Background: an optimization exercise with open tools, aiming at small area and a short achievable clock period. Do not read the settings as production practice.
Only simulation tests tie the RTL to the original design; equivalence was not proved.
Power and IR drop assume default switching activity.

## run.sh

```bash
#!/bin/bash
# synth_recipe.tcl (not shown) runs the flow's synth.tcl, then flattens the netlist and writes it again
# the make line also repeats each setting of config.mk as NAME=value (left out here)
make -C /OpenROAD-flow-scripts/flow DESIGN_CONFIG=/design/flow/config.mk WORK_HOME=/design/flow/orfs CLKGATE_MAP_FILE= SYNTH_SCRIPT=/design/flow/synth_recipe.tcl finish
```

## config.mk

```make
export PLATFORM = sky130hd
export DESIGN_NAME = acc
export DESIGN_NICKNAME = acc
export VERILOG_FILES = /design/flow/design.v
export SDC_FILE = /design/flow/constraint.sdc
export NUM_CORES = 4
export LEC_CHECK = 0
export CAP_MARGIN = 20
export CORE_MARGIN = 2
export CORE_UTILIZATION = 40
export SLEW_MARGIN = 20
```

## constraint.sdc

```tcl
create_clock -name core_clock -period 11.0 [get_ports {clk}]
set_input_delay 2.2000 -clock core_clock [delete_from_list [all_inputs] [get_ports {clk}]]
set_output_delay 2.2000 -clock core_clock [all_outputs]
set_load 0.01 [all_outputs]
```

## design.v

```verilog
module acc_scale24 (
    input  wire [7:0] c,
    output reg  [2:0] level
);
    always @* begin
        if      (c == 8'd255) level = 3'd5;
        else if (c >= 8'd204) level = 3'd4;
        else if (c >= 8'd153) level = 3'd3;
        else if (c >= 8'd102) level = 3'd2;
        else if (c >= 8'd51)  level = 3'd1;
        else                  level = 3'd0;
    end
endmodule
module acc_rgb_code (
    input  wire [2:0] red,
    input  wire [2:0] green,
    input  wire [2:0] blue,
    output wire [7:0] code
);
    assign code = 8'd16 + 8'd36 * red + 8'd6 * green + blue;
endmodule
module acc_classify (
    input  wire [7:0] code,
    output wire [2:0] red,
    output wire [2:0] green,
    output wire [2:0] blue
);
    wire [5:0] y = code[7:2];
    reg  [2:0] r;
    always @* begin
        if      (y >= 6'd49) r = 3'd5;
        else if (y >= 6'd40) r = 3'd4;
        else if (y >= 6'd31) r = 3'd3;
        else if (y >= 6'd22) r = 3'd2;
        else if (y >= 6'd13) r = 3'd1;
        else                 r = 3'd0;
    end
    wire [5:0] x   = y - 6'd4 - {r, 3'd0} - {3'd0, r};
    wire [5:0] rem = {x[3:0], code[1:0]};
    reg  [2:0] g, b;
    always @* begin
        if      (rem >= 6'd30) begin g = 3'd5; b = rem[2:0] - 3'd6; end
        else if (rem >= 6'd24) begin g = 3'd4; b = rem[2:0];        end
        else if (rem >= 6'd18) begin g = 3'd3; b = rem[2:0] - 3'd2; end
        else if (rem >= 6'd12) begin g = 3'd2; b = rem[2:0] - 3'd4; end
        else if (rem >= 6'd6)  begin g = 3'd1; b = rem[2:0] - 3'd6; end
        else                   begin g = 3'd0; b = rem[2:0];        end
    end
    assign red = r;
    assign green = g;
    assign blue = b;
endmodule
module acc_var_encode (
    input  wire [2:0] red,
    input  wire [2:0] green,
    input  wire [2:0] blue,
    output wire       range_err,
    output wire [2:0] bad_value
);
    wire rb = red[2] & red[1];
    wire gb = green[2] & green[1];
    wire bb = blue[2] & blue[1];
    assign range_err = rb | gb | bb;
    assign bad_value = rb ? red : gb ? green : blue;
endmodule
module acc (
    input  wire        clk,
    input  wire        rst,
    input  wire        req_valid,
    input  wire [31:0] req_word,
    output wire        rsp_valid,
    output wire [31:0] rsp_word
);
    wire [3:0] op = req_word[31:28];
    wire [7:0] r8 = req_word[23:16];
    wire [7:0] g8 = req_word[15:8];
    wire [7:0] b8 = req_word[7:0];
    reg       seq_active;
    reg       seq_sub;
    reg [7:0] seq_cur;
    wire mbz_ok = req_word[27:24] == 4'd0;
    wire op_nrm  = mbz_ok & (op == 4'h1);
    wire op_brt  = mbz_ok & (op == 4'h2);
    wire op_ergb = mbz_ok & (op == 4'h3);
    wire op_egry = mbz_ok & (op == 4'h4);
    wire op_e24  = mbz_ok & (op == 4'h5);
    wire op_evar = mbz_ok & (op == 4'h6);
    wire op_cls  = mbz_ok & (op == 4'h7);
    wire op_from = mbz_ok & (op == 4'h8);
    wire op_nrgb = mbz_ok & (op == 4'h9);
    wire op_ngry = mbz_ok & (op == 4'hA);
    wire op_n24  = mbz_ok & (op == 4'hB);
    wire op_strt = mbz_ok & (op == 4'hC);
    wire op_next = mbz_ok & (op == 4'hD);
    wire z_hi  = req_word[23:11] == 13'd0;
    wire z_8   = z_hi & (req_word[10:8] == 3'd0);
    wire z_3   = z_8 & (req_word[7:3] == 5'd0);
    wire z_all = z_3 & (req_word[2:0] == 3'd0);
    wire r_bad = (r8[7:3] != 5'd0) | (r8[2] & r8[1]);
    wire g_bad = (g8[7:3] != 5'd0) | (g8[2] & g8[1]);
    wire b_bad = (b8[7:3] != 5'd0) | (b8[2] & b8[1]);
    wire c_rng = r_bad | g_bad | b_bad;
    wire [7:0] c_bad = r_bad ? r8 : g_bad ? g8 : b8;
    wire l_bad = (b8[7:5] != 3'd0) | (b8[4] & b8[3]);
    wire [1:0] tag = req_word[10:9];
    wire       v_rng_rgb;
    wire [2:0] v_bad_rgb;
    acc_var_encode u_vchk (
        .red(req_word[8:6]), .green(req_word[5:3]), .blue(req_word[2:0]),
        .range_err(v_rng_rgb), .bad_value(v_bad_rgb)
    );
    wire v_ill = ~z_hi | (~tag[1] & (req_word[8:3] != 6'd0))
                       | (tag == 2'd3 & (req_word[8:5] != 4'd0));
    wire v_rng = (tag == 2'd2) ? v_rng_rgb : (tag == 2'd3) & req_word[4] & req_word[3];
    wire [2:0] s_r, s_g, s_b;
    acc_scale24 u_sr (.c(r8), .level(s_r));
    acc_scale24 u_sg (.c(g8), .level(s_g));
    acc_scale24 u_sb (.c(b8), .level(s_b));
    wire use_s = op_e24 | op_n24;
    wire [2:0] ch_r = use_s ? s_r : op_evar ? req_word[8:6] : r8[2:0];
    wire [2:0] ch_g = use_s ? s_g : op_evar ? req_word[5:3] : g8[2:0];
    wire [2:0] ch_b = use_s ? s_b : b8[2:0];
    wire [7:0] cube_code;
    acc_rgb_code u_code (.red(ch_r), .green(ch_g), .blue(ch_b), .code(cube_code));
    wire [2:0] k_r, k_g, k_b;
    acc_classify u_cls (.code(b8), .red(k_r), .green(k_g), .blue(k_b));
    reg [10:0] cls_var;
    always @* begin
        if (b8 < 8'd8)        cls_var = {2'd0, 6'd0, b8[2:0]};
        else if (b8 < 8'd16)  cls_var = {2'd1, 6'd0, b8[2:0]};
        else if (b8 < 8'd232) cls_var = {2'd2, k_r, k_g, k_b};
        else                  cls_var = {2'd3, 4'd0, b8[4] & b8[3], ~b8[3], b8[2:0]};
    end
    wire [7:0] l_code = {3'b111, b8[4] | b8[3], ~b8[3], b8[2:0]};
    wire [7:0] v_code = tag[1] ? {3'b111, req_word[4] | req_word[3], ~req_word[3], req_word[2:0]}
                               : {4'd0, tag[0], req_word[2:0]};
    wire illegal = ~(op_nrm | op_brt | op_ergb | op_egry | op_e24 | op_evar | op_cls |
                     op_from | op_nrgb | op_ngry | op_n24 | op_strt | op_next)
                 | ((op_nrm | op_brt) & ~z_3)
                 | ((op_egry | op_ngry | op_cls | op_from) & ~z_8)
                 | (op_evar & v_ill)
                 | (op_strt & (~z_3 | (req_word[2] & (req_word[1] | req_word[0]))))
                 | (op_next & ~z_all);
    wire rng = ((op_ergb | op_nrgb) & c_rng)
             | ((op_egry | op_ngry) & l_bad)
             | (op_evar & v_rng);
    wire sq_end = op_next & ~seq_active;
    wire st1 = illegal | sq_end;
    wire st0 = ~illegal & (rng | sq_end);
    reg [10:0] d;
    always @* begin
        d = 11'd0;
        if (op_nrm)  d = {8'd0, req_word[2:0]};
        if (op_brt)  d = {8'd1, req_word[2:0]};
        if (op_ergb | op_nrgb) begin
            if (c_rng)        d = {3'd0, c_bad};
            else if (op_ergb) d = {3'd0, cube_code};
            else              d = {2'd2, ch_r, ch_g, ch_b};
        end
        if (op_egry | op_ngry) begin
            if (l_bad)        d = {3'd0, b8};
            else if (op_egry) d = {3'd0, l_code};
            else              d = {2'd3, 4'd0, b8[4:0]};
        end
        if (op_e24)  d = {3'd0, cube_code};
        if (op_n24)  d = {2'd2, ch_r, ch_g, ch_b};
        if (op_evar) begin
            if (v_rng)       d = tag[0] ? {6'd0, req_word[4:0]} : {8'd0, v_bad_rgb};
            else if (tag == 2'd2) d = {3'd0, cube_code};
            else             d = {3'd0, v_code};
        end
        if (op_cls)  d = cls_var;
        if (op_from) d = {3'd0, b8};
        if (op_next) d = {3'd0, seq_cur};
        if (illegal | sq_end | op_strt) d = 11'd0;
    end
    wire accept  = req_valid & ~rst;
    wire do_strt = accept & op_strt & ~illegal;
    wire do_next = accept & op_next & z_all & seq_active;
    wire sel_sub = req_word[2] | req_word[1] | req_word[0];
    reg [7:0] first;
    always @* begin
        case (req_word[2:0])
            3'd2:    first = 8'd8;
            3'd3:    first = 8'd16;
            3'd4:    first = 8'd232;
            default: first = 8'd0;
        endcase
    end
    wire at_end = (seq_cur == 8'd255)
                | (seq_sub & ((seq_cur == 8'd7) | (seq_cur == 8'd15) | (seq_cur == 8'd231)));
    always @(posedge clk) begin
        if (rst)
            seq_active <= 1'b0;
        else if (do_strt)
            seq_active <= 1'b1;
        else if (do_next & at_end)
            seq_active <= 1'b0;
    end
    always @(posedge clk) begin
        if (do_strt) begin
            seq_cur <= first;
            seq_sub <= sel_sub;
        end else if (do_next & ~at_end) begin
            seq_cur <= seq_cur + 8'd1;
        end
    end
    assign rsp_valid = accept;
    assign rsp_word  = {2'b00, st1, st0, 17'd0, d};
endmodule
```

==> metrics.yaml, run 1 <==
status:
  status: "complete, no violations"
synth:
  ys.flop_type: "edfxtp_1"
  synth_seq_area_share_pct: 7.584
  syn-cell-area_um2: 3827
  postSynthAreaPerCell_um2: 6.680
  async_reset_ff_share_pct: 0
  synth-edff-count: 9
  synth_cells: 573
  ys.warnings.count: 3
  synthDistinctLibCells: 80
  ys_ff_latch: 10
drt:
  drc_errors: 0
  m1WireLength_um: 6779
  num_vias: 4784
  wl_met3_um: 1505
  drt.antenna.violating_nets: 0
  routed_via_density: 6.571
  wl_met2_um: 6876
  routed_wl_um: 15840
  firstDrtPassIters: 6
  drt-initial-drc-count: 613
  top_layer_used: "met4"
  wl_per_cell_um: 21.76
worst_setup_path:
  cp-end-kind: "output port"
  worst_setup_path_start_kind: "primary input"
  crit_arrival_ns: 8.03
  worstSetupPathType: "primary input to output port"
  crit_fanout: 15
  critPathRequiredTime_ns: 8.80
power:
  power_density_nw_per_um2: 57.43
  p_comb_share_pct: 65.6
  p_sw_share_pct: 46.97
  power_frac_seq_pct: 16.2
  p_sw_mw: 0.1189
  cellInternalPower_mw: 0.1342
  pwr-share-clk_pct: 18.2
  peakVddDrop_mv: 0.07440
  power.leakage_nw: 1.582
final_layout:
  final_common_cell: "nand2_1"
  areaGrowthSynthToFinish_pct: 15.14
  diodes: 0
  nNetsFinal: 656
  final_util_pct: 47.47
  drive_above_1_share_pct: 7.346
  final_cell_mix: "52 x nand2_1, 51 x nor2_1, 48 x clkdlybuf4s50_1"
global_routing:
  antenna_found_initial: 0
  grt_pass1_wl_um: 24370
  grt-ovfl-total: 0
  grt_max_degree: 25
  grt.total_usage_pct: 30.32
  grt_pass1_vias: 4334
min_path:
  hp-class: "register to register"
timing:
  grt_setup_unrepaired: "no"
  slew_viol_final: 0
  period_minus_slack_ns: 10.23
  worstMarginPinSlew_ns: 0.7914
  holdWs_ns: 0.5285
  clock.fmax_mhz: 97.79
  fin_crit_sh_pct: 92.97
  fin_tns_setup_ns: 0
  setup_violations: 0
  timing.slew.headroom_pct: 46.84
  hold_violations: 0
  finClkSkew_ns: 0.001187
clocking:
  cts_buffers: 3
  clock-sinks: 10
  cts_resized: 0
  clk_latency_ns: 0.24
  postCtsHoldBufs: 0
  cts_setup_buffers: 0
  clk_path_buf_depth: 2
  cts.root.buffer_cell: "clkbuf_8"
  cts.htree.levels: 1
  cts_tree: "done"
  cts.clk_slew.worst_paths_ns: 0.05
placement:
  routabilityCongestion: 1.059
  dp_hpwl_um: 12280
  io_buffer_count: 48
floorplan:
  ios: 68
  die_y_um: 101.8
  core_area_um2: 9284
  rows: 35
  die_area_um2: 10370
  die_w_um: 101.8
  initial_core_util_pct: 41.23
job:
  max_cap_viol_count: 0
-- routing by layer --
metal / track usage [%] / vias to the layer above
li1: - / 2181
met1: 43.15 / 2227
met2: 46.51 / 320
met3: 4.309 / 56
met4: 11.28 / 0
met5: 0 / -
-- through the flow --
step | power, mW | instances | cell area (um^2) | setup WS (ns)
2_1_floorplan | 0.1536 | 591 | 3895 | 2.186
3_3_place_gp | 0.2022 | 724 | 4352 | 0.9744
3_5_place_dp | 0.2029 | 724 | 4352 | 0.8505
4_1_cts | 0.2500 | 728 | 4407 | 0.8239
5_1_grt | 0.2705 | 728 | 4407 | 0.2976
6_report | 0.2531 | 728 | 4407 | 0.7736
-- synthesized netlist by cell type (4+ instances only) --
cell type / count / share of area, %
nand2_1: 52 / 5.1
nor2_1: 51 / 5.0
o21ai_0: 38 / 5.0
a21oi_1: 35 / 4.6
clkbuf_1: 35 / 3.4
nor3_1: 26 / 3.4
inv_1: 24 / 2.4
buf_4: 21 / 4.1
nand3_1: 21 / 2.7
a31oi_1: 18 / 2.9
ha_1: 17 / 5.6
nand2b_1: 12 / 2.0
nor2b_1: 12 / 2.0
a211oi_1: 10 / 2.0
mux2i_1: 10 / 2.6
xor2_1: 10 / 2.3
edfxtp_1: 9 / 7.1
o211ai_1: 8 / 1.6
xnor2_1: 8 / 1.8
a211o_1: 7 / 1.6
a221oi_1: 7 / 1.6
nand4_1: 7 / 1.1
o21a_1: 7 / 1.4
and3_1: 6 / 0.98
nor4_1: 6 / 0.98
o221ai_1: 6 / 1.4
or2_2: 5 / 0.82
a22oi_1: 4 / 0.78
and2_1: 4 / 0.65
fa_1: 4 / 2.1
o21bai_1: 4 / 0.78
o22ai_1: 4 / 0.65
o311a_1: 4 / 1.0
o31ai_1: 4 / 0.78
o41ai_1: 4 / 0.92
or3_1: 4 / 0.65
-- worst paths after layout --
| path | start | to | slack [ns] | cells past startpoint |
|---|---|---|---|---|
| max | req_word[25] | rsp_word[4] | 0.77 | 19 |
| min | seq_active | seq_active | 0.53 | 2 |
| max reg2reg | seq_cur[0] | seq_cur[0] | 8.95 | 8 |
| min reg2reg | seq_active | seq_active | 0.53 | 2 |
-- layout make-up --
type / instances / area (um^2)
well taps: 129 / 161.4
clock buffers: 4 / 55.05
multi-input cells: 492 / 3172
inverters: 24 / 90.09
fillers: 1013 / 4877
flip-flops and latches: 10 / 290.3
repair buffers: 69 / 638.1
-- worst max-delay path: stages --
cell             delay (ns)
clkdlybuf4s50_1        0.43
or4_1                  0.79
o21ai_0                0.34
o32a_1                 0.21
o22ai_1                0.08
a31oi_1                0.39
ha_1                   0.25
fa_1                   0.42
ha_1                   0.31
inv_1                  0.06
fa_1                   0.44
xor2_1                 0.18
or3b_2                 0.47
a21oi_1                0.13
a31oi_1                0.05
o32ai_1                0.27
and3b_1                0.25
nor3_1                 0.18
clkdlybuf4s50_1        0.57
-- state kept, by name, indices dropped and copies added (netlist names) --
register	flops
seq_cur	8
seq_active	1
seq_sub	1
-- kinds of logic (layout without fill, tap and decap cells) --
kind of cell	count (synthesis)	count (layout)	synth area share [%]
flops	10	10	7.584
simple gates	226	226	30.04
buf+inv	89	97	11.47
mux	13	13	3.596
xor+xnor	18	18	4.119
other cells	1	19	0.09798
compound gates	195	195	35.44
fa+ha+maj	21	21	7.650
-- power by group through the flow --
stage	sequential, mW	clock (mW)	combinational, mW
after floorplan	0.0416	0	0.112
after global placement	0.0416	0	0.161
after detailed placement	0.0416	0	0.161
after CTS	0.0409	0.0465	0.163
after global routing	0.0409	0.0488	0.181
final	0.0409	0.0461	0.166
==> inputs of run 2 (changes only) <==
--- a/config.mk
+++ b/config.mk
@@ -6,6 +6,8 @@
 export NUM_CORES = 4
 export LEC_CHECK = 0
+export ABC_AREA = 1
 export CAP_MARGIN = 20
 export CORE_MARGIN = 2
 export CORE_UTILIZATION = 40
+export SETUP_SLACK_MARGIN = 2
 export SLEW_MARGIN = 20
==> metrics.yaml, run 2 <==
synth:
  postSynthAreaPerCell_um2: 5.540  # -17%
  ys.warnings.count: 3  # unchanged
  syn-cell-area_um2: 3590  # -6.2%
  ys.flop_type: "edfxtp_1"
  synth_cells: 648  # +13%
  synth_common_cells: "170 x nand2_1, 93 x inv_1, 57 x nor2_1"
  synth_top_cells_by_area: "nand2_1 18%, inv_1 9.7%, o21ai_0 7.8%"
  synthDistinctLibCells: 52  # -35%
  yosys.area.top_type: "nand2_1"
  ys_ff_latch: 10  # unchanged
  synth_top_area_share_pct: 17.78  # +11 points
  synth-edff-count: 9  # unchanged
  synth_most_common_cell: "nand2_1"
  synth_seq_area_share_pct: 8.086  # +0.50 points
  async_reset_ff_share_pct: 0  # unchanged
min_path:
  min_to: "seq_active"
  whs_path_depth: 2  # unchanged
  hp-class: "register to register"
  hp-start: "seq_active"
timing:
  worstMarginPinSlew_ns: 0.7640  # -0.02734 ns
  fin_tns_setup_ns: 0  # unchanged
  setup_violations: 0  # unchanged
  hold_violations: 0  # unchanged
  slew_viol_final: 0  # unchanged
  finClkSkew_ns: 0.001921  # +0.0007338 ns
  grt_setup_unrepaired: "yes"
  timing.slew.headroom_pct: 48.72  # +1.9 points
  period_minus_slack_ns: 8.880  # -1.347 ns
  clock.fmax_mhz: 112.6  # +15%
  fin_crit_sh_pct: 80.73  # -12 points
worst_setup_path:
  crit_arrival_ns: 6.68  # -1.35 ns
  critPathRequiredTime_ns: 8.80  # about the same
  reg2reg_depth: 6  # -2
  cp-end-kind: "output port"
  reg2reg_from: "seq_cur[0]"
  worst_setup_path_start_kind: "primary input"
  r2r-end: "seq_cur[4]"
  rrSetupSlack_ns: 8.92  # -0.03 ns
  worstSetupPathType: "primary input to output port"
  crit_fanout: 7  # -8
clocking:
  cts.clk_slew.worst_paths_ns: 0.05  # about the same
  cts_tree: "done"
  cts.htree.levels: 1  # unchanged
  clock-sinks: 10  # unchanged
  clk_latency_ns: 0.24  # about the same
  postCtsHoldBufs: 0  # unchanged
  cts_buffers: 3  # unchanged
  clk_path_buf_depth: 2  # unchanged
  cts.root.buffer_cell: "clkbuf_8"
drt:
  routed_wl_um: 13220  # -17%
  num_vias: 4486  # -6.2%
  routed_via_density: 5.608  # -15%
  firstDrtPassIters: 7  # +1
  drt.antenna.violating_nets: 0  # unchanged
  drt-initial-drc-count: 400  # -35%
  wl_per_cell_um: 16.53  # -24%
  drc_errors: 0  # unchanged
placement:
  io_buffer_count: 48  # unchanged
  routabilityCongestion: 1.004  # -5.1%
  dp_hpwl_um: 10610  # -14%
final_layout:
  top_regs: "seq_cur x8, seq_active x1, seq_sub x1"
  final_common_cell: "nand2_1"
  areaGrowthSynthToFinish_pct: 17.67
  fillers: 954  # -5.8%
  drive_above_1_share_pct: 9.971  # +2.6 points
  final_cell_mix: "167 x nand2_1, 90 x inv_1, 56 x nor2_1"
  largest_reg_flops: 8  # unchanged
  diodes: 0  # unchanged
  nNetsFinal: 749  # +14%
  regMostFlops: "seq_cur"
power:
  cellInternalPower_mw: 0.1177  # -12%
  power_density_nw_per_um2: 53.92  # -6.1%
  peakVddDrop_mv: 0.03154  # -58%
  p_comb_share_pct: 64.6  # -1.0 points
  power.leakage_nw: 2.080  # +31%
  finalPower_mw: 0.2277  # -10%
  p_sw_mw: 0.1100  # -7.5%
  p_sw_share_pct: 48.31  # +1.3 points
  power_frac_seq_pct: 17.9  # +1.7 points
  pwr-share-clk_pct: 17.4  # -0.8 points
floorplan:
  initial_core_util_pct: 41.16  # -0.064 points
  die_y_um: 98.73  # -3.0%
  core_area_um2: 8721  # -6.1%
  rows: 34  # -2.9%
  ios: 68  # unchanged
  die_area_um2: 9748  # -6.0%
  die_w_um: 98.73  # -3.0%
job:
  max_cap_viol_count: 0  # unchanged
global_routing:
  grt_max_degree: 14  # -44%
  grt_pass1_vias: 4231  # -2.4%
  grt-ovfl-total: 0  # unchanged
  grt.total_usage_pct: 26.93  # -3.4 points
  antenna_found_initial: 0  # unchanged
  grt_pass1_wl_um: 21400  # -12%
status:
  status: "complete, no violations"
==> run 2: cell count changes in the layout (fill, tap and decap cells not counted), moves of 13 or more <==
cell and delta:
buf_4 -14, o21ai_1 +13, inv_1 +66, clkdlybuf4s50_1 -14, nand3_1 +21, nor3_1 -19
nand2_1 +115, a31oi_1 -14
==> run 2: worst max-delay path by stage <==
stage                     slack [ns]          end          from
after floorplan                 3.02  rsp_word[7]  req_word[27]
after global placement          1.29  rsp_word[7]  req_word[29]
after detailed placement        1.20  rsp_word[7]  req_word[31]
after CTS                       2.05  rsp_word[6]  req_word[31]
after global routing            1.85  rsp_word[4]  req_word[30]
final                           2.12  rsp_word[4]   req_word[4]
==> run 2: cells by family (layout without fill, tap and decap cells) <==
kind of cell             Yosys count  after routing  share of synthesized area, %
adder cells (fa/ha/maj)           21             21                         8.156
multiplexers                       2              2                        0.5577
AO/OA/AOI/OAI                    152            152                         24.54
buffers and inverters            138            164                         17.08
AND/OR/NAND/NOR                  315            315                         39.28
XOR/XNOR                           9              9                         2.196
other                              1             19                        0.1045
flip-flops                        10             10                         8.086
==> run 2: per-layer routing <==
layer | GRT usage (%) | part of all wire [%]
met1 | 39.07 | 46
met2 | 41.86 | 43
met3 | 3.759 | 9.0
met4 | 7.271 | 1.8
met5 | 0 | 0
==> run 2: stage by stage <==
step | setup WS [ns] | cell area [um^2] | std cells | hold slack [ns] | utilization [%]
global route | 1.846 | 4224 | 800 | 0.4944 | 48.44
global placement | 1.287 | 4055 | 789 | 0.4628 | 46.50
finish | 2.120 | 4224 | 800 | 0.4720 | 48.44
floorplan | 3.021 | 3657 | 666 | 0.4471 | -
detailed placement | 1.201 | 4055 | 789 | 0.4660 | 46.50
CTS | 2.053 | 4163 | 799 | 0.4755 | 47.73
==> run 2: layout make-up <==
| class | instances | area, um^2 | share of cell area [%] |
|---|---|---|---|
| well taps | 108 | 135.1 | 3.199 |
| clock inverters | 1 | 3.754 | 0.08886 |
| multi-input cells | 518 | 2821 | 66.80 |
| repair buffers | 55 | 533.0 | 12.62 |
| clock buffers | 3 | 41.29 | 0.9775 |
| flip-flops and latches | 10 | 290.3 | 6.872 |
| inverters | 105 | 399.1 | 9.449 |
==> run 2: critical path, cell delays in order <==
cell and delay [ns]:
clkdlybuf4s50_1 0.59, inv_1 0.31, nand2_1 0.11, o21ai_0 0.43
nand2_1 0.09, o21ai_0 0.21, fa_1 0.50, inv_1 0.07
ha_1 0.18, inv_1 0.06, fa_1 0.40, xnor2_1 0.34
a21oi_1 0.11, o21ai_0 0.08, nand2_1 0.07, nand3_1 0.07
nand2_1 0.07, o2111ai_1 0.13, nand2_1 0.09, inv_1 0.06
clkdlybuf4s50_1 0.52
==> run 2: power by group through the flow <==
stage                     clock network (mW)  logic [mW]  registers [mW]
after global routing                  0.0428       0.166          0.0408
after global placement                     0       0.139          0.0416
final                                 0.0397       0.147          0.0409
after detailed placement                   0       0.140          0.0416
after CTS                             0.0407       0.141          0.0409
after floorplan                            0       0.100          0.0416
==> run 2: what timing repair did <==
action / CTS / global route
pin swaps: 3 / 6
gates cloned: 0 / 0
setup endpoints to repair: 6 / 7
gates resized for setup: 20 / 27
buffers inserted: 6 / 1
==> inputs of run 3 (changes only) <==
--- a/config.mk
+++ b/config.mk
@@ -10,4 +10,4 @@
 export CORE_MARGIN = 2
 export CORE_UTILIZATION = 40
-export SETUP_SLACK_MARGIN = 2
+export SETUP_SLACK_MARGIN = 4
 export SLEW_MARGIN = 20
==> metrics.yaml, run 3 <==
min_path:
  min_to: "seq_active"
  hp-start: "seq_active"
  whs_path_depth: 2  # unchanged
  hp-class: "register to register"
synth:
  synth_top_area_share_pct: 17.78  # unchanged
  synth_seq_area_share_pct: 8.086  # unchanged
  ys.warnings.count: 3  # unchanged
  synth_most_common_cell: "nand2_1"
  ys_ff_latch: 10  # unchanged
  postSynthAreaPerCell_um2: 5.540  # unchanged
  synth-edff-count: 9  # unchanged
  syn-cell-area_um2: 3590  # unchanged
  ys.flop_type: "edfxtp_1"
  synth_cells: 648  # unchanged
  synth_top_cells_by_area: "nand2_1 18%, inv_1 9.7%, o21ai_0 7.8%"
  async_reset_ff_share_pct: 0  # unchanged
  yosys.area.top_type: "nand2_1"
  synthDistinctLibCells: 52  # unchanged
  synth_common_cells: "170 x nand2_1, 93 x inv_1, 57 x nor2_1"
drt:
  firstDrtPassIters: 8  # +1
  drc_errors: 0  # unchanged
  routed_via_density: 5.580  # -0.49%
  drt-initial-drc-count: 520  # +30%
  wl_per_cell_um: 17.41  # +5.3%
  num_vias: 4888  # +9.0%
  routed_wl_um: 15250  # +15%
  drt.antenna.violating_nets: 0  # unchanged
floorplan:
  ios: 68  # unchanged
  die_w_um: 98.73  # unchanged
  die_y_um: 98.73  # unchanged
  initial_core_util_pct: 41.16  # unchanged
  core_area_um2: 8721  # unchanged
  die_area_um2: 9748  # unchanged
  rows: 34  # unchanged
worst_setup_path:
  slowest_stage: "fa_2"
  cpPeakStageDelay_ns: 0.38  # -0.21 ns
  crit_path_start: "req_word[11]"
  critPathRequiredTime_ns: 8.80  # about the same
  rrSetupSlack_ns: 9.11  # +0.19 ns
  reg2reg_from: "seq_cur[0]"
  reg2reg_depth: 5  # -1
  r2r-end: "seq_cur[7]"
  cp-end-kind: "output port"
  crit_fanout: 4  # -3
  worst_setup_path_start_kind: "primary input"
  worstSetupPathType: "primary input to output port"
  crit_arrival_ns: 5.86  # -0.82 ns
  crit_top_cell: "nand2_1"
power:
  pwr-share-clk_pct: 15.0  # -2.4 points
  power.leakage_nw: 2.563  # +23%
  p_comb_share_pct: 72.0  # +7.4 points
  power_density_nw_per_um2: 59.11  # +9.6%
  p_sw_mw: 0.1474  # +34%
  power_frac_seq_pct: 12.9  # -5.0 points
  peakVddDrop_mv: 0.05245  # +66%
  finalPower_mw: 0.3165  # +39%
  p_sw_share_pct: 46.55  # -1.8 points
  cellInternalPower_mw: 0.1692  # +44%
global_routing:
  antenna_found_initial: 0  # unchanged
  grt.total_usage_pct: 30.68  # +3.7 points
  grt_pass1_wl_um: 24340  # +14%
  grt_pass1_vias: 4767  # +13%
  grt_max_degree: 14  # unchanged
  grt-ovfl-total: 0  # unchanged
final_layout:
  diodes: 0  # unchanged
  nNetsFinal: 825  # +10%
  largest_reg_flops: 8  # unchanged
  final_common_cell: "nand2_1"
  drive_above_1_share_pct: 36.20  # +26 points
  regMostFlops: "seq_cur"
  top_regs: "seq_cur x8, seq_active x1, seq_sub x1"
  areaGrowthSynthToFinish_pct: 49.18
  final_cell_mix: "141 x nand2_1, 77 x buf_4, 71 x inv_1"
clocking:
  cts.clk_slew.worst_paths_ns: 0.05  # about the same
  cts.root.buffer_cell: "clkbuf_8"
  clock-sinks: 10  # unchanged
  cts_buffers: 3  # unchanged
  clk_path_buf_depth: 2  # unchanged
  cts.htree.levels: 1  # unchanged
  cts_tree: "done"
  clk_latency_ns: 0.24  # about the same
  postCtsHoldBufs: 0  # unchanged
status:
  status: "complete, no violations"
placement:
  routabilityCongestion: 0.9479  # -5.6%
  io_buffer_count: 48  # unchanged
  dp_hpwl_um: 10840  # +2.2%
timing:
  fin_tns_setup_ns: 0  # unchanged
  fin_crit_sh_pct: 73.24  # -7.5 points
  grt_setup_unrepaired: "yes"
  slew_viol_final: 0  # unchanged
  timing.slew.headroom_pct: 59.27  # +11 points
  clock.fmax_mhz: 124.1  # +10%
  worstMarginPinSlew_ns: 0.6062  # -0.1578 ns
  setup_violations: 0  # unchanged
  period_minus_slack_ns: 8.057  # -0.8230 ns
  hold_violations: 0  # unchanged
  finClkSkew_ns: 0.001231  # -0.0006898 ns
job:
  max_cap_viol_count: 0  # unchanged
==> run 3: final cells by class <==
class / instances / area (um^2)
Inverter: 105 / 429.2
Tap cell: 108 / 135.1
Clock buffer: 4 / 55.05
Timing Repair Buffer: 131 / 1055
Fill cell: 832 / 3366
Multi-Input combinational cell: 518 / 3391
Sequential cell: 10 / 290.3
==> run 3: cell families after synthesis <==
| logic type | share of synthesized area, % |
|---|---|
| AOI/OAI and AO/OA | 24.54 |
| xor gates and xnor gates | 2.196 |
| adders and majority gates | 8.156 |
| buffers and inverters | 17.08 |
| DFF | 8.086 |
| muxes | 0.5577 |
| other | 0.1045 |
| and+or+nand+nor | 39.28 |
==> run 3: worst max-delay path by stage <==
stage	to	slack [ns]	cells after the start
after floorplan	rsp_word[7]	3.40	29
after global placement	rsp_word[7]	1.71	30
after detailed placement	rsp_word[7]	1.62	30
after CTS	rsp_word[7]	3.03	30
after global routing	rsp_word[7]	2.73	30
final	rsp_word[7]	2.94	31
==> run 3: worst max-delay path: cells and delay by family <==
family / cells / cell delay (ns)
compound gates: 7 / 0.90
buf+inv: 4 / 0.36
simple gates: 15 / 1.14
fa+ha+maj: 4 / 1.07
xor+xnor: 1 / 0.17
==> run 3: timing repair <==
action / CTS / global route
setup buffers: 77 / 5
cloned: 0 / 0
endpoints found under the hold margin: 0 / 0
pin swaps: 64 / 47
gates resized for setup: 311 / 36
endpoints found under the setup margin: 13 / 22
==> run 3: per-stage QoR <==
stage          hold slack, ns  cells  utilization [%]  cell area (um^2)  setup WS [ns]
2_1_floorplan          0.4471    666                -              3792          3.401
5_1_grt                0.5155    876            61.41              5355          2.726
3_5_place_dp           0.4798    790            47.70              4160          1.622
4_1_cts                0.4890    871            59.41              5181          3.029
6_report               0.4787    876            61.41              5355          2.943
3_3_place_gp           0.4618    789            47.62              4153          1.705
==> run 3: routing by layer <==
layer | vias to the layer above | wire [um] | GRT usage (%)
met4 | 0 | 483 | 7.482
met2 | 276 | 6890 | 49.66
li1 | 2347 | - | -
met3 | 56 | 1308 | 4.113
met5 | - | 0 | 0
met1 | 2209 | 6567 | 43.30
==> run 3: power by group through the flow <==
stage / Combinational, mW / Clock (mW) / Sequential (mW)
floorplan: 0.109 / 0 / 0.0416
global placement: 0.151 / 0 / 0.0416
detailed placement: 0.151 / 0 / 0.0416
CTS: 0.204 / 0.0474 / 0.0409
global route: 0.246 / 0.0492 / 0.0409
finish: 0.228 / 0.0476 / 0.0409
==> inputs of run 4 (changes only) <==
--- a/config.mk
+++ b/config.mk
@@ -10,4 +10,3 @@
 export CORE_MARGIN = 2
 export CORE_UTILIZATION = 40
-export SETUP_SLACK_MARGIN = 4
 export SLEW_MARGIN = 20
==> metrics.yaml, run 4 <==
drt:
  num_vias: 4452  # -8.9%
  wl_per_cell_um: 16.42  # -5.7%
  routed_wl_um: 13020  # -15%
  drt-initial-drc-count: 460  # -12%
  firstDrtPassIters: 5  # -3
  drc_errors: 0  # unchanged
  drt.antenna.violating_nets: 0  # unchanged
  routed_via_density: 5.614  # +0.61%
worst_setup_path:
  cp-end-kind: "output port"
  crit_top_cell: "nand2_1"
  reg2reg_depth: 6  # +1
  crit_arrival_ns: 7.71  # +1.85 ns
  crit_path_start: "req_word[31]"
  worstSetupPathType: "primary input to output port"
  r2r-end: "seq_cur[4]"
  worst_setup_path_start_kind: "primary input"
  cpLargestDelayFamily: "buffers and inverters"
  cp-endpoint: "rsp_word[7]"
  critical_path_buf_inv_count: 5  # +1
  rrSetupSlack_ns: 8.88  # -0.23 ns
  crit_fanout: 12  # +8
  cpPeakStageDelay_ns: 0.54  # +0.16 ns
  slowest_stage: "clkdlybuf4s50_1"
  critPathRequiredTime_ns: 8.80  # about the same
  reg2reg_from: "seq_cur[0]"
  crit_cells: 31  # unchanged
placement:
  io_buffer_count: 48  # unchanged
  place_area_um2: 4055  # -2.5%
  dpl.cell_count: 789  # -0.13%
  dp_hpwl_um: 10610  # -2.1%
  routabilityCongestion: 1.004  # +6.0%
synth:
  syn-cell-area_um2: 3590  # unchanged
  synth_top_cells_by_area: "nand2_1 18%, inv_1 9.7%, o21ai_0 7.8%"
  synth_common_cells: "170 x nand2_1, 93 x inv_1, 57 x nor2_1"
  synth_most_common_cell: "nand2_1"
  synth_cells: 648  # unchanged
  synth_top_area_share_pct: 17.78  # unchanged
  ys.warnings.count: 3  # unchanged
  ys.flop_type: "edfxtp_1"
  synthDistinctLibCells: 52  # unchanged
  ys_ff_latch: 10  # unchanged
  async_reset_ff_share_pct: 0  # unchanged
  synth-edff-count: 9  # unchanged
  synth_seq_area_share_pct: 8.086  # unchanged
  yosys.area.top_type: "nand2_1"
  postSynthAreaPerCell_um2: 5.540  # unchanged
clocking:
  postCtsHoldBufs: 0  # unchanged
  cts.htree.levels: 1  # unchanged
  cts.clk_slew.worst_paths_ns: 0.05  # about the same
  clock-sinks: 10  # unchanged
  cts_tree: "done"
  clk_latency_ns: 0.24  # about the same
  cts_buffers: 3  # unchanged
  cts.root.buffer_cell: "clkbuf_8"
  cts_resized: 0  # -100%
  clk_path_buf_depth: 2  # unchanged
  cts_setup_buffers: 0  # -100%
power:
  peakVddDrop_mv: 0.03071  # -41%
  power_density_nw_per_um2: 54.55  # -7.7%
  power.leakage_nw: 1.953  # -24%
final_layout:
  nNetsFinal: 742  # -10%
  areaGrowthSynthToFinish_pct: 14.22
  stdcell_count: 793  # -9.5%
  top_regs: "seq_cur x8, seq_active x1, seq_sub x1"
  final_util_pct: 47.02  # -14 points
  fillers: 963  # +16%
  final_cell_mix: "170 x nand2_1, 93 x inv_1, 57 x nor2_1"
  largest_reg_flops: 8  # unchanged
  multiInputGateArea_um2: 2754  # -19%
  fin_area_um2: 4100  # -23%
  regMostFlops: "seq_cur"
  register_area_um2: 290.3  # unchanged
  drive_above_1_share_pct: 6.569  # -30 points
  final_common_cell: "nand2_1"
  diodes: 0  # unchanged
timing:
  fin_tns_setup_ns: 0  # unchanged
  slew_viol_final: 0  # unchanged
  clock.fmax_mhz: 101.0  # -19%
  period_minus_slack_ns: 9.905  # +1.848 ns
  timing.slew.headroom_pct: 45.80  # -13 points
  worstMarginPinSlew_ns: 0.8075  # +0.2013 ns
  hold_violations: 0  # unchanged
  grt_setup_unrepaired: "no"
  finClkSkew_ns: 0.002362  # +0.001131 ns
  setup_violations: 0  # unchanged
  fin_crit_sh_pct: 90.05  # +17 points
status:
  status: "complete, no violations"
floorplan:
  initial_core_util_pct: 41.16  # unchanged
  core_area_um2: 8721  # unchanged
  die_y_um: 98.73  # unchanged
  die_area_um2: 9748  # unchanged
  ios: 68  # unchanged
  die_w_um: 98.73  # unchanged
  rows: 34  # unchanged
min_path:
  hp-class: "register to register"
job:
  max_cap_viol_count: 0  # unchanged
global_routing:
  grt-ovfl-total: 0  # unchanged
  antenna_found_initial: 0  # unchanged
  grt_max_degree: 17  # +3
  grt_pass1_wl_um: 21250  # -13%
  grt.total_usage_pct: 26.74  # -3.9 points
  grt_pass1_vias: 4185  # -12%
==> run 4: how the worst min path moves through the flow <==
| stage | cells after the start | startpoint | slack [ns] | to |
|---|---|---|---|---|
| final | 2 | seq_active | 0.47 | seq_active |
| after global routing | 2 | seq_active | 0.49 | seq_active |
| after CTS | 2 | seq_active | 0.48 | seq_active |
| after detailed placement | 2 | seq_active | 0.47 | seq_active |
| after global placement | 2 | seq_active | 0.46 | seq_active |
| after floorplan | 2 | seq_active | 0.45 | seq_active |
==> run 4: cell families (layout without fill, tap and decap cells) <==
group           Yosys count  count (layout)  share of synthesized area [%]
other cells               1              19                         0.1045
buf+inv                 138             157                          17.08
fa+ha+maj                21              21                          8.156
mux                       2               2                         0.5577
compound gates          152             152                          24.54
flops                    10              10                          8.086
simple gates            315             315                          39.28
xor+xnor                  9               9                          2.196
==> run 4: where the power goes <==
part,leakage [nW],total [mW],switching (mW),internal [mW]
registers,0.0699,0.0409,0.000000902,0.0409
clock network,0.0231,0.0396,0.0151,0.0245
logic,1.86,0.143,0.0927,0.0505
total,1.95,0.224,0.108,0.116
==> run 4: per-stage QoR <==
step	setup WS [ns]	hold WS, ns	total power [mW]
2_1_floorplan	3.021	0.4471	0.1416
3_3_place_gp	1.287	0.4628	0.1810
3_5_place_dp	1.201	0.4660	0.1816
4_1_cts	1.169	0.4755	0.2221
5_1_grt	0.5981	0.4947	0.2460
6_report	1.095	0.4718	0.2236
==> run 4: metal layers <==
metal / share of wire, % / vias to the layer above / GRT usage (%)
met5: 0 / - / 0
met4: 2.8 / 0 / 7.903
li1: - / 2175 / -
met3: 8.7 / 23 / 2.482
met2: 42 / 231 / 40.66
met1: 47 / 2023 / 40.03
==> run 4: layout make-up <==
| class | instances | share of cell area (%) |
|---|---|---|
| Clock buffer | 3 | 1.007 |
| Clock inverter | 1 | 0.09155 |
| Inverter | 105 | 9.643 |
| Multi-Input combinational cell | 518 | 67.17 |
| Sequential cell | 10 | 7.080 |
| Tap cell | 108 | 3.296 |
| Timing Repair Buffer | 48 | 11.72 |
==> run 4: tightest hold or removal path: stages (launching register included) <==
cell and delay (ns):
dfxtp_1 0.31, nand3_1 0.07, nand2_1 0.04
==> inputs of run 5 (changes only) <==
==> flow/run.sh (new file) <==
#!/bin/bash
# Standard layout, with the port buffers made of plain buffers
# (sky130_fd_sc_hd__buf_2) instead of the resizer's default choice.
set -e
cp config.mk config.orig.mk
echo "export BUFFER_PORTS_ARGS = -buffer_cell sky130_fd_sc_hd__buf_2" >> config.mk
bash standard.sh > standard.log 2>&1
==> standard.sh (new file) <==
#!/bin/bash
# synth_recipe.tcl (not shown) runs the flow's synth.tcl, then flattens the netlist and writes it again
# the make line also repeats each setting of config.mk as NAME=value (left out here)
make -C /OpenROAD-flow-scripts/flow DESIGN_CONFIG=/design/flow/config.mk WORK_HOME=/design/flow/orfs CLKGATE_MAP_FILE= SYNTH_SCRIPT=/design/flow/synth_recipe.tcl "${@:-finish}"
--- a/config.mk
+++ b/config.mk
@@ -10,3 +10,5 @@
 export CORE_MARGIN = 2
 export CORE_UTILIZATION = 40
+export SETUP_SLACK_MARGIN = 2
 export SLEW_MARGIN = 20
+export BUFFER_PORTS_ARGS = -buffer_cell sky130_fd_sc_hd__buf_2
removed: run.sh
==> metrics.yaml, run 5 <==
status:
  status: "complete, no violations"
worst_setup_path:
  worst_setup_path_start_kind: "primary input"
  slowest_stage: "fa_1"
  crit_fanout: 6  # -6
  worstSetupPathType: "primary input to output port"
  crit_top_cell: "nand2_1"
  critPathRequiredTime_ns: 8.80  # about the same
  reg2reg_from: "seq_cur[0]"
  cp-end-kind: "output port"
  crit_path_start: "req_word[10]"
  cpPeakStageDelay_ns: 0.37  # -0.17 ns
  crit_arrival_ns: 6.33  # -1.38 ns
  critical_path_buf_inv_count: 4  # -1
  cpLargestDelayFamily: "simple AND/OR/NAND/NOR gates"
synth:
  synth-edff-count: 9  # unchanged
  yosys.area.top_type: "nand2_1"
  ys_ff_latch: 10  # unchanged
  synthDistinctLibCells: 52  # unchanged
  postSynthAreaPerCell_um2: 5.540  # unchanged
  ys.warnings.count: 3  # unchanged
  ys.flop_type: "edfxtp_1"
  synth_common_cells: "170 x nand2_1, 93 x inv_1, 57 x nor2_1"
  synth_seq_area_share_pct: 8.086  # unchanged
  syn-cell-area_um2: 3590  # unchanged
  synth_cells: 648  # unchanged
  synth_top_cells_by_area: "nand2_1 18%, inv_1 9.7%, o21ai_0 7.8%"
  synth_top_area_share_pct: 17.78  # unchanged
  async_reset_ff_share_pct: 0  # unchanged
  synth_most_common_cell: "nand2_1"
final_layout:
  regMostFlops: "seq_cur"
  fillers: 1002  # +4.0%
  drive_above_1_share_pct: 14.80  # +8.2 points
  nNetsFinal: 746  # +0.54%
  fin_area_um2: 3919  # -4.4%
  diodes: 0  # unchanged
  final_util_pct: 44.94  # -2.1 points
  areaGrowthSynthToFinish_pct: 9.167
  final_common_cell: "nand2_1"
  top_regs: "seq_cur x8, seq_active x1, seq_sub x1"
  final_cell_mix: "168 x nand2_1, 92 x inv_1, 56 x nor2_1"
  largest_reg_flops: 8  # unchanged
timing:
  clock.fmax_mhz: 117.2  # +16%
  finalWorstSetupSlack_ns: 2.466  # +1.371 ns
  fin_tns_setup_ns: 0  # unchanged
  period_minus_slack_ns: 8.534  # -1.371 ns
  grt_setup_unrepaired: "no"
  hold_violations: 0  # unchanged
  finClkSkew_ns: 0.005595  # +0.003233 ns
  timing.slew.headroom_pct: 52.84  # +7.0 points
  worstMarginPinSlew_ns: 0.7027  # -0.1048 ns
  slew_viol_final: 0  # unchanged
  setup_violations: 0  # unchanged
  fin_crit_sh_pct: 77.59  # -12 points
clocking:
  clock-sinks: 10  # unchanged
  cts.htree.levels: 1  # unchanged
  cts.root.buffer_cell: "clkbuf_8"
  clk_path_buf_depth: 2  # unchanged
  cts_tree: "done"
  clk_latency_ns: 0.24  # about the same
  cts_buffers: 3  # unchanged
  cts.clk_slew.worst_paths_ns: 0.05  # about the same
placement:
  dp_hpwl_um: 10930  # +3.1%
  post-place-ws_ns: 2.041  # +0.8400 ns
  place_area_um2: 3815  # -5.9%
  io_buffer_count: 48  # unchanged
  routabilityCongestion: 1.008  # +0.31%
job:
  max_cap_viol_count: 0  # unchanged
drt:
  wl_per_cell_um: 16.84  # +2.5%
  routed_via_density: 5.536  # -1.4%
  num_vias: 4412  # -0.90%
  drt-initial-drc-count: 367  # -20%
  drt.antenna.violating_nets: 0  # unchanged
  drc_errors: 0  # unchanged
  firstDrtPassIters: 5  # unchanged
  routed_wl_um: 13420  # +3.1%
floorplan:
  die_y_um: 98.73  # unchanged
  ios: 68  # unchanged
  core_area_um2: 8721  # unchanged
  rows: 34  # unchanged
  initial_core_util_pct: 41.16  # unchanged
  die_area_um2: 9748  # unchanged
  die_w_um: 98.73  # unchanged
min_path:
  hp-start: "seq_active"
  hp-class: "register to register"
power:
  peakVddDrop_mv: 0.02670  # -13%
  power_density_nw_per_um2: 56.05  # +2.8%
  power.leakage_nw: 2.005  # +2.6%
global_routing:
  grt.total_usage_pct: 27.44  # +0.70 points
  antenna_found_initial: 0  # unchanged
  grt_max_degree: 17  # unchanged
  grt-ovfl-total: 0  # unchanged
  grt_pass1_wl_um: 21660  # +1.9%
  grt_pass1_vias: 4079  # -2.5%
==> run 5: cell counts after synthesis <==
Identical to the previous run, type by type.
==> run 5: cells by family (layout without fill, tap and decap cells) <==
| logic type | Yosys count | count (layout) | synth area share (%) |
|---|---|---|---|
| fa+ha+maj | 21 | 21 | 8.156 |
| simple gates | 315 | 315 | 39.28 |
| other cells | 1 | 19 | 0.1045 |
| buf+inv | 138 | 161 | 17.08 |
| mux | 2 | 2 | 0.5577 |
| flops | 10 | 10 | 8.086 |
| xor+xnor | 9 | 9 | 2.196 |
| compound gates | 152 | 152 | 24.54 |
==> run 5: path summary, 6_finish.rpt <==
kind              cells past startpoint     endpoint  slack [ns]
setup / recovery                     30  rsp_word[7]        2.47
hold / removal                        2   seq_active        0.47
setup reg to reg                      6   seq_cur[5]        8.94
hold reg to reg                       2   seq_active        0.47
==> run 5: area by class of cell <==
type	instances	area, um^2	area share [%]
multi-input combinational	518	2779	70.91
tap	108	135.1	3.448
inverter	105	399.1	10.19
clock buffer	4	45.04	1.149
sequential	10	290.3	7.407
timing repair buffer	52	270.3	6.897
==> run 5: routing by layer <==
| metal | up-vias | share of wire [%] | wire length (um) | track usage (%) |
|---|---|---|---|---|
| met2 | 209 | 44 | 5932 | 43.85 |
| met5 | - | 0 | 0 | 0 |
| li1 | 2179 | - | - | - |
| met4 | 0 | 0.91 | 122 | 4.215 |
| met3 | 10 | 7.6 | 1024 | 1.844 |
| met1 | 2014 | 47 | 6344 | 41.31 |
==> run 5: timing repair <==
item	in CTS	in global routing
setup endpoints to repair	0	5
setup buffers	0	4
gates resized for setup	0	10
hold buffers	0	0
==> run 5: metrics by stage <==
| step | hold slack (ns) | total power [mW] | instances |
|---|---|---|---|
| 6_report | 0.4729 | 0.2196 | 797 |
| 5_1_grt | 0.5176 | 0.2403 | 797 |
| 4_1_cts | 0.4736 | 0.2168 | 793 |
| 3_5_place_dp | 0.4682 | 0.1753 | 789 |
| 3_3_place_gp | 0.4601 | 0.1735 | 789 |
| 2_1_floorplan | 0.4471 | 0.1416 | 666 |
==> run 5: worst register-to-register path, cell delays in order (launching register included) <==
cell	delay (ns)
edfxtp_1	0.45
ha_1	0.25
nand2_1	0.14
nor3_1	0.09
nand3_1	0.08
o41ai_1	0.10
o21ai_1	0.58
==> run 5: power breakdown <==
part / switching, mW / leakage, nW / internal, mW
combinational: 0.0940 / 1.91 / 0.0441
clock: 0.0152 / 0.0228 / 0.0254
sequential: 0.000000909 / 0.0699 / 0.0409

-- static timing again, ports no longer ideal --
How much do the figures lean on ideal ports? The routed layouts below were timed once more, with nothing changed but the port constraints.
Step 1, drivers: a clkbuf_16 drives clk and a buf_2 each remaining input, both assumed.
Step 2 adds t to the input delays and takes it off the output delays; t is the mean of the earliest and latest rising clock arrival at the registers after step 1. Input paths then give back, and output paths get back, about the clock's delay inside the block.
Three values: no drivers, after step 1, after step 2; two values: the first two.
run | shift t [ns] | setup WS [ns] | worst setup path after step 2 | pins driven straight from the clock port
run 1 | 0.266 | 0.774 / 0.744 / 0.744 | input to output | 1
run 2 | 0.256 | 2.120 / 2.091 / 2.091 | input to output | 1
run 3 | 0.261 | 2.943 / 2.894 / 2.894 | input to output | 1
run 4 | 0.256 | 1.095 / 1.071 / 1.071 | input to output | 1
run 5 | 0.262 | 2.466 / 2.442 / 2.442 | input to output | 1
After both steps every run listed still meets setup and hold. For run 3, which loses most, drivers alone change the setup slack by -0.049 ns; drivers and shift together by -0.049 ns.
